Background: an optimization exercise with open tools, aiming at small area, a short achievable clock period and few clock cycles per item. Do not read the settings as production practice.
The RTL was checked by simulation tests, not by an equivalence proof against the original design.
Power is estimated from default activity; no workload was simulated.

==> run.sh <==
#!/bin/bash
# synth_recipe.tcl (not shown) runs the flow's synth.tcl, then flattens the netlist and writes it again
# the make line also repeats each setting of config.mk as NAME=value (left out here)
make -C /OpenROAD-flow-scripts/flow DESIGN_CONFIG=/design/flow/config.mk WORK_HOME=/design/flow/orfs CLKGATE_MAP_FILE= SYNTH_SCRIPT=/design/flow/synth_recipe.tcl finish
==> config.mk <==
export PLATFORM = sky130hd
export DESIGN_NAME = xarm_codec_b
export DESIGN_NICKNAME = xarm_codec_b
export VERILOG_FILES = /design/flow/design.v
export SDC_FILE = /design/flow/constraint.sdc
export NUM_CORES = 4
export LEC_CHECK = 0
export CAP_MARGIN = 20
export CORE_MARGIN = 2
export CORE_UTILIZATION = 40
export SLEW_MARGIN = 20
==> constraint.sdc <==
create_clock -name core_clock -period 5.0 [get_ports {clk}]
set_input_delay 1.0000 -clock core_clock [delete_from_list [all_inputs] [get_ports {clk}]]
set_output_delay 1.0000 -clock core_clock [all_outputs]
set_load 0.01 [all_outputs]
==> design.v <==
module xarm_codec_b (
    input  wire        clk,
    input  wire        rst,
    input  wire        req_valid,
    output wire        req_ready,
    input  wire [7:0]  req_op,
    input  wire [7:0]  req_cmd,
    input  wire [7:0]  req_id,
    input  wire [8:0]  req_len,
    input  wire [15:0] req_a,
    input  wire [15:0] req_b,
    input  wire        in_valid,
    output wire        in_ready,
    input  wire [7:0]  in_data,
    output wire        out_valid,
    input  wire        out_ready,
    output wire [7:0]  out_data,
    output wire        out_last,
    output wire        resp_valid,
    input  wire        resp_ready,
    output wire [7:0]  resp_status,
    output wire [7:0]  resp_arg,
    output wire [15:0] resp_lo,
    output wire [15:0] resp_hi,
    output wire [7:0]  resp_reason,
    output wire [7:0]  resp_byte,
    output wire [7:0]  resp_plen,
    output wire [8:0]  resp_len
);
    localparam [7:0] OP_ENC     = 8'h10;
    localparam [7:0] OP_MOVE    = 8'h11;
    localparam [7:0] OP_MOVEW   = 8'h12;
    localparam [7:0] OP_ANGLIM  = 8'h13;
    localparam [7:0] OP_VINLIM  = 8'h14;
    localparam [7:0] OP_TEMPLIM = 8'h15;
    localparam [7:0] OP_DEC     = 8'h18;
    localparam [7:0] OP_CHK     = 8'h19;
    localparam [7:0] CMD_MOVE    = 8'd1;
    localparam [7:0] CMD_MOVEW   = 8'd7;
    localparam [7:0] CMD_ID_READ = 8'd14;
    localparam [7:0] CMD_ANGLIM  = 8'd20;
    localparam [7:0] CMD_VINLIM  = 8'd22;
    localparam [7:0] CMD_TEMPLIM = 8'd24;
    localparam [7:0] SIG = 8'h55;
    localparam [1:0] C_ENC = 2'd0;    
    localparam [1:0] C_DEC = 2'd1;
    localparam [1:0] C_CHK = 2'd2;
    localparam [1:0] C_REF = 2'd3;
    localparam [3:0] S_IDLE   = 4'd0;
    localparam [3:0] S_GATHER = 4'd1;    
    localparam [3:0] S_DRAIN  = 4'd2;    
    localparam [3:0] S_CHECK  = 4'd3;    
    localparam [3:0] S_H0     = 4'd4;    
    localparam [3:0] S_H1     = 4'd5;
    localparam [3:0] S_H2     = 4'd6;
    localparam [3:0] S_H3     = 4'd7;
    localparam [3:0] S_H4     = 4'd8;
    localparam [3:0] S_PAY    = 4'd9;    
    localparam [3:0] S_CSUM   = 4'd10;   
    localparam [3:0] S_RX     = 4'd11;   
    localparam [3:0] S_FIN    = 4'd12;   
    reg [3:0]  state;
    reg [1:0]  cls;
    reg [7:0]  cmd;
    reg [7:0]  id;
    reg [8:0]  len;
    reg [15:0] a;           
    reg [15:0] b;
    reg        pass;        
    reg        pay_ok;      
    reg [8:0]  cnt;
    reg [7:0]  sum;
    reg        sig_ok;
    function is_bounded(input [7:0] c);
        is_bounded = (c == CMD_MOVE) || (c == CMD_MOVEW) || (c == CMD_ANGLIM) ||
                     (c == CMD_VINLIM) || (c == CMD_TEMPLIM);
    endfunction
    function [8:0] preq(input [7:0] c);
        preq = (c == CMD_TEMPLIM) ? 9'd1 : 9'd4;
    endfunction
    function [4:0] validate(input [7:0] c, input [15:0] va, input [15:0] vb);
        begin
            validate = 5'd0;
            case (c)
                CMD_MOVE, CMD_MOVEW: begin
                    if (va > 16'd1000)       validate = {1'b1, 3'd1, 1'b0};
                    else if (vb > 16'd30000) validate = {1'b1, 3'd2, 1'b0};
                end
                CMD_ANGLIM: begin
                    if (va > 16'd1000)      validate = {1'b1, 3'd3, 1'b0};
                    else if (vb > 16'd1000) validate = {1'b1, 3'd4, 1'b0};
                    else if (va > vb)       validate = {1'b1, 3'd3, 1'b1};
                end
                CMD_VINLIM: begin
                    if (va < 16'd4500 || va > 16'd12000)      validate = {1'b1, 3'd5, 1'b0};
                    else if (vb < 16'd4500 || vb > 16'd12000) validate = {1'b1, 3'd6, 1'b0};
                end
                CMD_TEMPLIM: begin
                    if (va < 16'd50 || va > 16'd100) validate = {1'b1, 3'd7, 1'b0};
                end
                default: ;
            endcase
        end
    endfunction
    reg  [1:0] fcnt;
    reg  [7:0] fd0, fd1;
    reg        fl0, fl1;
    reg        rv;
    reg  [1:0] owed;         
    reg  [3:0] r_st;         
    reg        r_br;         
    reg        r_ff;         
    reg  [2:0] r_arg;
    reg        r_hib;        
    reg        r_rs3;        
    reg        r_rs11;       
    reg  [7:0] r_byte;
    reg  [8:0] r_len;
    wire push_ok = !fcnt[1];
    wire pop     = (fcnt != 2'd0) && out_ready;
    assign out_valid = (fcnt != 2'd0);
    assign out_data  = fd0;
    assign out_last  = fl0;
    assign resp_valid  = rv && (owed == 2'd0);
    assign resp_status = r_ff ? 8'hFF : {3'b000, r_br, r_st};
    assign resp_arg    = {5'd0, r_arg};
    assign resp_reason = r_br ? {4'd0, r_rs11, 1'b0, r_rs3, 1'b1} : 8'd0;
    assign resp_byte   = r_byte;
    assign resp_plen   = r_len[7:0];
    assign resp_len    = r_len;
    assign resp_lo     = (r_arg == 3'd5 || r_arg == 3'd6) ? 16'd4500 :
                         (r_arg == 3'd7) ? 16'd50 : 16'd0;
    assign resp_hi     = (r_arg == 3'd0) ? 16'd0 :
                         (r_arg == 3'd2) ? 16'd30000 :
                         (r_arg == 3'd5 || r_arg == 3'd6) ? 16'd12000 :
                         (r_arg == 3'd7) ? 16'd100 :
                         r_hib ? b : 16'd1000;
    wire [8:0] cnt1   = cnt + 9'd1;
    wire       at_end = (cnt1 == len);
    wire dec_pay = pay_ok && (cnt >= 9'd5) && !at_end;
    wire [4:0] v_reg = validate(cmd, a, b);
    wire free_csum = (state == S_CSUM) && push_ok && !rv;
    wire free_fin  = (state == S_FIN) && !rv && (cls != C_ENC);
    wire free_idle = (state == S_IDLE) && !(rv && r_hib);
    assign req_ready = free_idle || free_csum || free_fin;
    wire acc = req_valid && req_ready;
    assign in_ready = (state == S_GATHER) || (state == S_DRAIN) ||
                      ((state == S_PAY) && pass && push_ok) ||
                      ((state == S_RX) && (!dec_pay || push_ok));
    wire in_fire = in_valid && in_ready;
    reg       push;
    reg [7:0] pdata;
    reg       plast;
    always @(*) begin
        push  = 1'b0;
        pdata = in_data;
        plast = 1'b0;
        case (state)
            S_H0, S_H1: begin push = push_ok; pdata = SIG; end
            S_H2:       begin push = push_ok; pdata = id; end
            S_H3:       begin push = push_ok; pdata = len[7:0] + 8'd3; end
            S_H4:       begin push = push_ok; pdata = cmd; end
            S_PAY: begin
                if (pass) begin
                    push = push_ok && in_valid;
                end else begin
                    push = push_ok;
                    case (cnt[1:0])
                        2'd0:    pdata = a[7:0];
                        2'd1:    pdata = a[15:8];
                        2'd2:    pdata = b[7:0];
                        default: pdata = b[15:8];
                    endcase
                end
            end
            S_CSUM: begin push = push_ok && !rv; pdata = ~sum; plast = 1'b1; end
            S_RX: begin
                push  = in_valid && dec_pay && push_ok;
                plast = (cnt + 9'd2 == len);
            end
            default: ;
        endcase
    end
    wire done = (state == S_FIN && !rv) || (state == S_CSUM && push_ok && !rv);
    reg [3:0] n_st;
    reg       n_br, n_ff, n_hib, n_rs3, n_rs11;
    reg [2:0] n_arg;
    always @(*) begin
        n_st = 4'h0; n_br = 1'b0; n_ff = 1'b0; n_hib = 1'b0; n_rs3 = 1'b0; n_rs11 = 1'b0;
        n_arg = 3'd0;
        case (cls)
            C_ENC: begin
                if (len > 9'd252) begin
                    n_br = 1'b1;
                end else if (is_bounded(cmd) && len != preq(cmd)) begin
                    n_br = 1'b1; n_rs3 = 1'b1;
                end else if (v_reg[4]) begin
                    n_st = 4'h1; n_arg = v_reg[3:1]; n_hib = v_reg[0];
                end
            end
            C_DEC: begin
                if (len > 9'd258) begin
                    n_br = 1'b1; n_rs3 = 1'b1; n_rs11 = 1'b1;
                end else if (len == 9'd0)
                    n_st = 4'h3;
                else if (len < 9'd2 || !sig_ok)
                    n_st = 4'h5;
                else if (len < 9'd6)
                    n_st = 4'h7;
                else if (sum != 8'hFF)
                    n_st = 4'h9;
                else if (cmd != CMD_ID_READ && a[7:0] != id)
                    n_st = 4'h6;
                else if ({1'b0, a[15:8]} + 9'd3 != len)
                    n_st = 4'h7;
                else if (b[7:0] != cmd)
                    n_st = 4'h8;
            end
            C_CHK: ;
            default: n_ff = 1'b1;
        endcase
    end
    reg [7:0] q_cmd;
    always @(*) begin
        case (req_op[2:0])
            3'd1:    q_cmd = CMD_MOVE;
            3'd2:    q_cmd = CMD_MOVEW;
            3'd3:    q_cmd = CMD_ANGLIM;
            3'd4:    q_cmd = CMD_VINLIM;
            default: q_cmd = CMD_TEMPLIM;
        endcase
    end
    wire [4:0] v_req = validate(q_cmd, req_a, req_b);
    always @(posedge clk) begin
        if (rst) begin
            state <= S_IDLE;
            fcnt  <= 2'd0;
            rv    <= 1'b0;
            owed  <= 2'd0;
        end else begin
            fcnt <= fcnt + {1'b0, push} - {1'b0, pop};
            if (pop && fcnt == 2'd2) begin
                fd0 <= fd1; fl0 <= fl1;
            end
            if (push) begin
                if (fcnt == 2'd0 || (fcnt == 2'd1 && pop)) begin
                    fd0 <= pdata; fl0 <= plast;
                end else begin
                    fd1 <= pdata; fl1 <= plast;
                end
            end
            if (done) begin
                rv    <= 1'b1;
                owed  <= fcnt + {1'b0, push} - {1'b0, pop};
                r_st  <= n_st;
                r_br  <= n_br;
                r_ff  <= n_ff;
                r_arg <= n_arg;
                r_hib <= n_hib;
                r_rs3 <= n_rs3;
                r_rs11 <= n_rs11;
                r_byte <= (cls == C_DEC) ? a[7:0] : ~sum;
                r_len  <= (cls == C_DEC) ? (len - 9'd6) : (len + 9'd6);
            end else begin
                if (resp_valid && resp_ready)
                    rv <= 1'b0;
                if (pop && owed != 2'd0)
                    owed <= owed - 2'd1;
            end
            if (push && state != S_RX && state != S_CSUM && state != S_H0 && state != S_H1)
                sum <= sum + pdata;
            case (state)
                S_GATHER: begin
                    if (in_fire) begin
                        case (cnt[1:0])
                            2'd0:    a       <= {8'd0, in_data};
                            2'd1:    a[15:8] <= in_data;
                            2'd2:    b[7:0]  <= in_data;
                            default: b[15:8] <= in_data;
                        endcase
                        cnt <= cnt1;
                        if (at_end) state <= S_CHECK;
                    end
                end
                S_DRAIN: begin
                    if (in_fire) begin
                        cnt <= cnt1;
                        if (at_end) state <= S_FIN;
                    end
                end
                S_CHECK: begin
                    cnt   <= 9'd0;
                    state <= v_reg[4] ? S_FIN : S_H0;
                end
                S_H0: if (push) state <= S_H1;
                S_H1: if (push) state <= S_H2;
                S_H2: if (push) state <= S_H3;
                S_H3: if (push) state <= S_H4;
                S_H4: if (push) state <= (len == 9'd0) ? S_CSUM : S_PAY;
                S_PAY: begin
                    if (push) begin
                        cnt <= cnt1;
                        if (at_end) state <= S_CSUM;
                    end
                end
                S_RX: begin
                    if (in_fire) begin
                        cnt <= cnt1;
                        if (cls == C_CHK || cnt >= 9'd2)
                            sum <= sum + in_data;
                        if ((cnt == 9'd0 || cnt == 9'd1) && in_data != SIG)
                            sig_ok <= 1'b0;
                        if (cnt == 9'd2) a[7:0]  <= in_data;
                        if (cnt == 9'd3) a[15:8] <= in_data;
                        if (cnt == 9'd4) b[7:0]  <= in_data;
                        if (at_end) state <= S_FIN;
                    end
                end
                S_CSUM: if (done) state <= S_IDLE;
                S_FIN:  if (done) state <= S_IDLE;
                default: ;
            endcase
            if (acc) begin
                id     <= req_id;
                cnt    <= 9'd0;
                sum    <= 8'd0;
                pass   <= 1'b0;
                sig_ok <= 1'b1;
                pay_ok <= (req_op == OP_DEC) && (req_len >= 9'd6) && (req_len <= 9'd258);
                a      <= req_a;
                b      <= req_b;
                cls    <= C_ENC;
                cmd    <= req_cmd;
                len    <= req_len;
                case (req_op)
                    OP_ENC: begin
                        if (req_len > 9'd252)
                            state <= S_DRAIN;
                        else if (is_bounded(req_cmd)) begin
                            if (req_len != preq(req_cmd))
                                state <= (req_len == 9'd0) ? S_FIN : S_DRAIN;
                            else
                                state <= S_GATHER;
                        end else begin
                            pass  <= 1'b1;
                            state <= S_H0;
                        end
                    end
                    OP_MOVE, OP_MOVEW, OP_ANGLIM, OP_VINLIM, OP_TEMPLIM: begin
                        cmd   <= q_cmd;
                        len   <= (req_op == OP_TEMPLIM) ? 9'd1 : 9'd4;
                        state <= v_req[4] ? S_FIN : S_H0;
                    end
                    OP_DEC: begin
                        cls   <= C_DEC;
                        state <= (req_len == 9'd0) ? S_FIN : S_RX;
                    end
                    OP_CHK: begin
                        cls   <= C_CHK;
                        state <= (req_len == 9'd0) ? S_FIN : S_RX;
                    end
                    default: begin
                        cls   <= C_REF;
                        state <= S_FIN;
                    end
                endcase
            end
        end
    end
endmodule
==> results of run 1 <==
routing by layer:
metal / vias up / track usage / routed length, um
met3: 66 / 0.0300 / 2910
li1: 5087 / - / -
met2: 499 / 0.396 / 17300
met1: 5130 / 0.372 / 17600
met4: 0 / 0.0816 / 1090
met5: - / 0 / 0
stage by stage:
step	total power [mW]	hold WS (ns)	util
after detailed placement	4.24	0.537	0.466
after global placement	4.22	0.519	0.466
after floorplan	3.41	0.501	-
after CTS	5.50	0.548	0.486
after global routing	5.85	0.569	0.486
final	5.53	0.549	0.486
state kept, by name, summed over array words and instances, names as in the netlist, 3 cells and up:
register	count
a	16
b	16
cnt	9
len	9
r_len	9
cmd	8
fd0	8
fd1	8
id	8
r_byte	8
sum	8
r_st	4
state	4
r_arg	3
cell usage in the layout (no fill, tap or decap), drive strengths merged, types with 22 or more instances in the layout:
cell	n
ha	73
xor2	29
nand2	120
inv	84
nand4	26
nand3	37
xnor2	52
edfxtp	126
buf	28
o21ai	82
clkdlybuf4s50	153
a21oi	104
mux2i	22
nor2b	35
nor2	116
nor3	28
cell families after synthesis:
logic type | after synthesis | synth area share
AOI/OAI and AO/OA | 350 | 0.199
other | 1 | 0.000323
and+or+nand+nor | 489 | 0.219
DFF | 135 | 0.342
buffers and inverters | 184 | 0.0748
xor gates and xnor gates | 82 | 0.0637
muxes | 22 | 0.0190
adders and majority gates | 75 | 0.0822
layout make-up:
| class | instances | area, sq um |
|---|---|---|
| clock inverter | 14 | 141 |
| sequential | 135 | 3960 |
| inverter | 79 | 297 |
| tap | 384 | 480 |
| clock buffer | 18 | 429 |
| fill | 2713 | 14700 |
| timing repair buffer | 181 | 1740 |
| multi-input combinational | 1037 | 6850 |
worst reg2reg max path: cells and delay by family, from the launching register on:
kind | cells | cell delay, ns
muxes | 1 | 0.20
adders and majority gates | 2 | 0.82
buffers and inverters | 1 | 0.18
DFF | 1 | 0.52
xor gates and xnor gates | 1 | 0.11
AOI/OAI and AO/OA | 9 | 2.21
worst paths after layout:
path	start	endpoint	slack [ns]	depth (start not counted)
setup / recovery	cnt[0]$_SDFFCE_PP0P_	in_ready	0.42	9
hold / removal	state[2]$_SDFFE_PP0P_	state[2]$_SDFFE_PP0P_	0.55	2
setup reg to reg	cnt[1]$_SDFFCE_PP0P_	sum[7]$_SDFFCE_PP0N_	0.81	14
hold reg to reg	state[2]$_SDFFE_PP0P_	state[2]$_SDFFE_PP0P_	0.55	2
power breakdown:
group          switching, mW  total [mW]  internal, mW
registers              0.410        1.93          1.52
clock network          0.566        1.26         0.699
logic                   1.35        2.33         0.981
total                   2.32        5.53          3.20
==> results list, run 1 <==
- Port buffering added 153 buffers.
* Netlist Area Pre-Place: 0.0116 sq mm
* Static leakage: 5.19 nW
- OpenSTA, run right after detailed placement, puts the worst setup slack at approximately 0.87 ns.
- The finished layout holds 1,848 standard cells, fillers aside.
- Asr flop ratio synth: 0
- Proportion of netlist area held by the largest area contributor: 0.326
* Num CTS Buffers: 17
- Die area: about 0.03 sq mm
- At the end of routability-driven placement, the weighted congestion stood at 0.958.
- Clock tree from TritonCTS: built
- After synthesis, the mean cell area works out to slightly below 9 sq um.
- Post-cts repair resize count: 0
* Pins Over Slew Limit: 0
- Dominant register cell in the synthesized netlist: sky130_fd_sc_hd__edfxtp_1
- The first detailed-routing pass took 7 iterations.
* Peak supply drop: roughly 0.22 mV
- Kind of critical path: flop to output port
- Routed vias: 10,800
- Of all cell types, the one taking the most synthesized area is sky130_fd_sc_hd__edfxtp_1.
- For this design, the CTS-stage hold fixing added 0 buffers.
- For the pin with the worst max-slew slack, the measured transition is 0.966 ns.
* Required time reported for the critical path endpoint: 4.00 ns
* Cell with the biggest individual delay on the critical path: sky130_fd_sc_hd__ha_1
- After floorplanning, the core was divided into 62 placement rows.
- The share of the Yosys chip area taken by registers is 0.342.
- No sink is reached through more buffers than the 2 on the longest clock path.
- The worst pin sits at a relative slew slack of 0.351.
- Core Area: 0.0286 sq mm
- Among the stages of the critical path, the cell type that occurs most often is sky130_fd_sc_hd__nand2_1.
- Number of sinks driven by the clock tree: 135
- The count of nets left with antenna violations once routing finished came out at 0.
- Setup repair after global routing missed its margin: false
- Level count of the clock H-tree: 4
- Crit path max fanout: 22
- The via count of the first global-routing pass is ~10,000.
- CTS root buf: sky130_fd_sc_hd__clkbuf_16
- After clock tree synthesis, the clock-pin slew on the worst setup and hold paths is 0.07 ns.
- Yosys mapped a number of flops with a built-in enable equal to 126.
- Antenna cells: 0
* #FFs+latches synth: roughly 140
* Total cell area at the placement stage: 0.0133 sq mm
- Leading cell type by number of instances after synthesis: sky130_fd_sc_hd__edfxtp_1
- Share of final-layout standard cells stronger than drive strength 1: 0.0656
* Final clock period utilization by the worst path: 0.915
- Cells traversed along the worst timing path: ha_1, nand3_1, o21a_1, nor4_2, nand4_2, nand2_1, nand2_1, nand2_1, clkdlybuf4s50_1
- Cell types with the largest area share after synthesis: sky130_fd_sc_hd__edfxtp_1 (33%), sky130_fd_sc_hd__ha_1 (7.9%), sky130_fd_sc_hd__a21oi_1 (4.4%), sky130_fd_sc_hd__xnor2_1 (3.9%), sky130_fd_sc_hd__nand2_1 (3.9%)
* Post-layout instance area: 0.0139 sq mm
- The flow ran to the end and the layout has no timing, DRC or antenna violations.
* Type of element launching the critical path: flop
* Global-route wire length before repair: 59,800 um
- Detailed placement ended at an HPWL of 30,300 um.
- Min-delay worst type: flop to flop
- Setup slack on the critical path of the routed design comes to approximately 0.42 ns.
- For this run, the slowest stage of the critical path takes 0.72 ns.
- Initial cell density of the core: 0.405
- Final count of hold timing violations: 0
- Gate Count Post-Synth: between 1,000 and 1,500
- Entering global routing, the biggest net connects 46 pins.
- Antenna violations before repair: 0
* WL final: 38,900 um
- Detailed Route Iter0 Violations: 1,211
- FMAX: roughly 220 MHz
- For this run, design rule violations remaining after detail routing come to 0.
- Critical Path End Type: output port
- For this run, the total global-route usage over all layers was measured as 0.256.
- Clk Latency, worst-skew pair: 0.44 ns
- Synth cell count leaders: sky130_fd_sc_hd__edfxtp_1 (126), sky130_fd_sc_hd__nand2_1 (120), sky130_fd_sc_hd__nor2_1 (116), sky130_fd_sc_hd__a21oi_1 (102), sky130_fd_sc_hd__o21ai_0 (81)
* Number of warnings issued by yosys: 1
- Dividing total power by cell area gives a power density of 398 mW/mm^2.
- Max-Cap Viols: 0
- Instance count after placement with tap cells included: 1,816
- Number of buffer and inverter instances along the worst setup path: 1
- Distinct cell type count after synthesis: 94
* Data arrival time of the worst path: 3.58 ns
* Setup violations, final: 0
- Skew final: ~0.011 ns
* Ports placed on the boundary: 173
- Once the clock tree was built, the setup fixing pass inserted 0 buffers.
- For the final routed database, the setup TNS stands at 0 ns.
* Number of nets in the layout: 1,605
- Chip Width: around 170 um
- Minimum clock period after layout: 4.58 ns
* Detail-routed via count per cell: 5.83
- The area growth from synthesis to layout is 19.8%.
- GRT Residual Overflow: 0
* Vertical die dimension: 174 um
* Per-cell routed wire length: 21.0 um
* Top Family by Delay on Critical Path: simple AND/OR/NAND/NOR gates
Testbench counts, summed over its fixed seeds: cycles 27,536, items 3,200.
==> run 2, diff against run 1 <==
--- a/config.mk
+++ b/config.mk
@@ -5,7 +5,9 @@
 export SDC_FILE = /design/flow/constraint.sdc
 export NUM_CORES = 4
 export LEC_CHECK = 0
+export ABC_CLOCK_PERIOD_IN_PS = 2200
 export CAP_MARGIN = 20
 export CORE_MARGIN = 2
 export CORE_UTILIZATION = 40
+export SETUP_SLACK_MARGIN = 2.6
 export SLEW_MARGIN = 20
==> run 2 against run 1 <==
Clock-buffer cell count unchanged. Combinational power increased by 47%. Global-route usage increased by 2.2 points. Clock skew increased by 0.0071 ns. Final cell count increased by 13%. Synthesized area unchanged. Sequential power decreased by 6%. Total power increased by 18%. First-iteration DRC count increased by 19%. Critical endpoint unchanged.
==> results list, run 2 <==
- Run status: finished clean
- The number of warnings issued by yosys came to 1 (unchanged).
- The vias per cell is 5.90 (+1.1%).
- TritonCTS built the clock tree.
- Registers with the highest flip-flop counts: a (16), b (16)
- The worst setup path is launched from a flop.
- Netlist Area Pre-Place: 0.0116 sq mm (unchanged)
- The H-tree depth is 4 (unchanged).
- The sequential cell area fraction in the yosys report was 0.342 (unchanged).
* HPWL reported at the end of detailed placement: 29,500 um (-2.7%)
- Max-Cap Viols: 0 (unchanged)
- Top library cells by usage in the layout, fill and taps aside: sky130_fd_sc_hd__buf_4 (196), sky130_fd_sc_hd__edfxtp_1 (126), sky130_fd_sc_hd__nand2_1 (112)
- The total clock buffers created by CTS came to 17 (unchanged).
- Among all flip-flop cells after synthesis, the most frequent one is sky130_fd_sc_hd__edfxtp_1.
* Chip Width: 174 um (unchanged)
* Critical Path End Type: output port
- Post-route core utilization: 0.596 (+0.110)
- The largest individual stage delay along the critical path comes from the cell sky130_fd_sc_hd__edfxtp_1.
* Kind of critical path: flop to output port
* Global-route wire length before repair: 65,600 um (+9.6%)
- GRT Residual Overflow: 0 (unchanged)
- Minimum clock period after layout: 3.42 ns (-1.15 ns)
- The most numerous cell type found on the critical path is sky130_fd_sc_hd__nand2_1.
* Maximum clock path buffer count: 2 (unchanged)
- The starting density of the core came to 0.405 (unchanged).
- The critical path goes through buf_4, ha_4, nand2_1, o31a_1, nor4_2, nand4_2, nand2_1, nand2_1, nand2_1, buf_2.
- By area, the combinational part of the netlist is dominated by simple AND/OR/NAND/NOR gates.
* Area grow syn2layout: 47.0%
- Share of final-layout standard cells stronger than drive strength 1: 0.313 (+0.247)
- The commonest cells after synthesis are sky130_fd_sc_hd__edfxtp_1 (126), sky130_fd_sc_hd__nand2_1 (120), sky130_fd_sc_hd__nor2_1 (116), sky130_fd_sc_hd__a21oi_1 (102), sky130_fd_sc_hd__o21ai_0 (81).
- The portion of the clock cycle consumed by the worst path in the final layout came to 0.684 (-0.231).
- The core box area was 0.0286 sq mm (unchanged).
- Fraction of synthesized cell area in xor and xnor cells: 0.0637 (unchanged)
* Leading area contributor after synthesis: sky130_fd_sc_hd__edfxtp_1
- Complex-gate fraction of the synthesized area: 0.199 (unchanged)
* Data arrival time of the worst path: 2.42 ns (-1.16 ns)
- Antenna-violating nets left: 0 (unchanged)
- Setup repair after global routing missed its margin: true
* Top Family by Delay on Critical Path: simple AND/OR/NAND/NOR gates
* Mean cell area of the mapped netlist: 8.67 sq um (unchanged)
* Remaining routing DRC violations: 0 (unchanged)
- The worst supply voltage drop on vdd came to 0.208 mV (-4.1%).
- Required time reported for the critical path endpoint: 4.00 ns (about the same)
- The flip-flop and latch count after synthesis was 135 (unchanged).
- Antenna violations before repair: 0 (unchanged)
* Number of buffer and inverter instances along the worst setup path: 2 (+1)
* Number of buffers inserted for hold repair after clock tree synthesis: 0 (unchanged)
- By instance count, the leading cell after synthesis is sky130_fd_sc_hd__edfxtp_1.
- Setup violations, final: 0 (unchanged)
- The share of Yosys cell area claimed by the top area cell type was 0.326 (unchanged).
* Via count of the first global-routing pass: 11,400 (+14%)
* Placement row count: 62 (unchanged)
* Worst rel slew slack: 0.342 (-0.00845)
* Die area: 0.0304 sq mm (unchanged)
- Worst Tran Pin Value: 0.986 ns (+0.0207 ns)
- The number of endpoints with negative hold slack in the final report is 0 (unchanged).
* WL final: 44,100 um (+13%)
* Reg2reg setup slack: 1.61 ns (+0.80 ns)
- Distinct cell type count after synthesis: 94 (unchanged)
* FMAX: 292 MHz (+34%)
- Ports placed on the boundary: 173 (unchanged)
* Pin count of the biggest net entering global routing: 42 (-8.7%)
- The number of sinks handled by clock tree synthesis came to 135 (unchanged).
- Number of nets in the layout: 1,847 (+15%)
- PD cells: 382 mW/mm^2 (-3.8%)
* Register clock-pin slew on the reported worst setup and hold paths: 0.07 ns (about the same)
- The clock network latency to the later pin of the worst-skew pair came to 0.45 ns (about the same).
- The proportion of synthesized flip-flops having asynchronous set or reset came to 0 (unchanged).
- The count of TritonRoute iterations in the first routing pass came to 6 (-1).
- The number of DRC violations after detailed-routing iteration 0 is 1,440 (+19%).
* Vertical die dimension: 174 um (unchanged)
- The tree is rooted in a sky130_fd_sc_hd__clkbuf_16.
- Skew final: 0.0185 ns (+0.00705 ns)
- The number of synthesized flops with an enable pin is 126 (unchanged).
- The routability congestion estimate from global placement was 0.975 (+1.7%).
- Max incr delay on CP: 0.49 ns (-0.23 ns)
- Hold WS: 0.548 ns (-0.00146 ns)
- Min-delay worst type: flop to flop
- Cell types with the largest area share after synthesis: sky130_fd_sc_hd__edfxtp_1 (33%), sky130_fd_sc_hd__ha_1 (7.9%), sky130_fd_sc_hd__a21oi_1 (4.4%), sky130_fd_sc_hd__xnor2_1 (3.9%), sky130_fd_sc_hd__nand2_1 (3.9%)
- The synthesized instance count came to 1,338 (unchanged).
* Global router's overall resource usage: 0.278 (+0.0222)
- The accumulated negative setup slack is 0 ns (unchanged).
- Static leakage: 6.87 nW (+32%)
- Antenna cells: 0 (unchanged)
- The post-detailed-route wirelength per cell was 21.1 um (+0.22%).
- Most common cell after layout, fill and taps aside: sky130_fd_sc_hd__buf_4
- Buffers added on ports: 153 (unchanged)
* Routed vias: 12,300 (+14%)
- Share of cell area taken by muxes after synthesis: 0.0190 (unchanged)
* Simple-gate share of the synthesized area: 0.219 (unchanged)
- Crit path max fanout: 6 (-73%)
- Adder-cell area share of the yosys netlist: 0.0822 (unchanged)
- The final count of pins violating max slew came to 0 (unchanged).
run 2: changes by cell type in the layout (fill, tap and decap cells not counted), moves of 18 or more:
cell	before	now
sky130_fd_sc_hd__a21oi_1	102	84
sky130_fd_sc_hd__clkdlybuf4s50_1	153	83
sky130_fd_sc_hd__dlygate4sd2_1	0	18
sky130_fd_sc_hd__buf_2	0	18
sky130_fd_sc_hd__buf_4	28	196
sky130_fd_sc_hd__buf_6	0	78
sky130_fd_sc_hd__ha_1	73	54
run 2: metrics by stage:
stage                     setup slack [ns]  instances  area (sq um)  power, mW
after CTS                             1.64       2023         16100       6.15
after global placement               0.938       1799         13400       4.23
final                                 1.58       2090         17100       6.52
after detailed placement             0.896       1799         13400       4.27
after floorplan                       1.90       1356         12000       3.53
after global routing                  1.40       2090         17100       6.85
run 2: kinds of logic (layout without fill, tap and decap cells):
group | Yosys count | after routing
xor+xnor | 82 | 82
buf+inv | 184 | 529
compound gates | 350 | 351
other cells | 1 | 19
flops | 135 | 135
mux | 22 | 22
simple gates | 489 | 493
fa+ha+maj | 75 | 75
run 2: area by class of cell:
type	count	area (sq um)
Tap cell	384	480
Timing Repair Buffer	418	3760
Sequential cell	135	3970
Clock buffer	18	429
Multi-Input combinational cell	1042	7950
Fill cell	2372	11600
Inverter	79	309
Clock inverter	14	149
run 2: per-layer routing:
layer  up-vias  track usage  share of wire  wire (um)
li1       5594            -              -          -
met1      5927        0.392           0.43      19000
met2       679        0.440           0.45      20000
met3       125       0.0308          0.077       3390
met4         0        0.102          0.037       1650
met5         -            0              0          0
run 2: repair_timing:
item | in CTS | in global routing
setup endpoints to repair | 238 | 231
gates cloned | 4 | 1
pin swaps | 80 | 60
gates resized for setup | 320 | 137
buffers inserted | 188 | 66
run 2: worst paths after layout:
| kind | start | to | cells after the start |
|---|---|---|---|
| max reg2reg | cnt[1]$_SDFFCE_PP0P_ | sum[7]$_SDFFCE_PP0N_ | 14 |
| min reg2reg | state[2]$_SDFFE_PP0P_ | state[2]$_SDFFE_PP0P_ | 2 |
| min | state[2]$_SDFFE_PP0P_ | state[2]$_SDFFE_PP0P_ | 2 |
| max | cnt[1]$_SDFFCE_PP0P_ | in_ready | 10 |
run 2: power breakdown:
group	leakage, nW	internal, mW	total, mW	switching (mW)
registers	1.26	1.53	1.81	0.287
clock network	0.285	0.737	1.28	0.544
logic	5.33	1.57	3.43	1.86
total	6.87	3.83	6.52	2.69
run 2: worst reg2reg max path, cell delays in order, from the launching register on:
cell	delay, ns
sky130_fd_sc_hd__edfxtp_1	0.51
sky130_fd_sc_hd__buf_6	0.18
sky130_fd_sc_hd__ha_4	0.19
sky130_fd_sc_hd__a222oi_1	0.30
sky130_fd_sc_hd__o21ai_1	0.17
sky130_fd_sc_hd__a21oi_2	0.16
sky130_fd_sc_hd__o21ai_2	0.10
sky130_fd_sc_hd__ha_1	0.31
sky130_fd_sc_hd__a21o_1	0.19
sky130_fd_sc_hd__a21oi_2	0.17
sky130_fd_sc_hd__o21ai_2	0.10
sky130_fd_sc_hd__o41ai_2	0.36
sky130_fd_sc_hd__xor2_1	0.21
sky130_fd_sc_hd__a2bb2oi_2	0.08
sky130_fd_sc_hd__mux2i_1	0.11

[static timing again, ports no longer ideal]
In the flow no input, the clock included, has a driving cell. The finished layouts below were timed again as built, in two steps.
Step 1 assumes that a clkbuf_16 drives the clock port and a buf_2 every other input.
Step 2 times the ports against the registers' clock, not the clock port: input delays grow and output delays shrink by t, the midpoint of the rising clock arrivals with the driver on.
Slacks: ideal ports / drivers / drivers and shift; pairs: ideal ports / drivers.
| run | shift t [ns] | slack for setup (ns) | hold slack, ns | worst setup path at the end |
|---|---|---|---|---|
| run 1 | 0.477 | 0.424 / 0.380 / 0.810 | 0.549 / 0.549 / 0.549 | register to register |
| run 2 | 0.488 | 1.579 / 1.529 / 1.251 | 0.548 / 0.548 / 0.548 | input to register |
After both steps setup and hold are still met in every run listed. The setup slack of run 2, which loses most, moves by -0.050 ns with the drivers and by -0.328 ns with both steps.
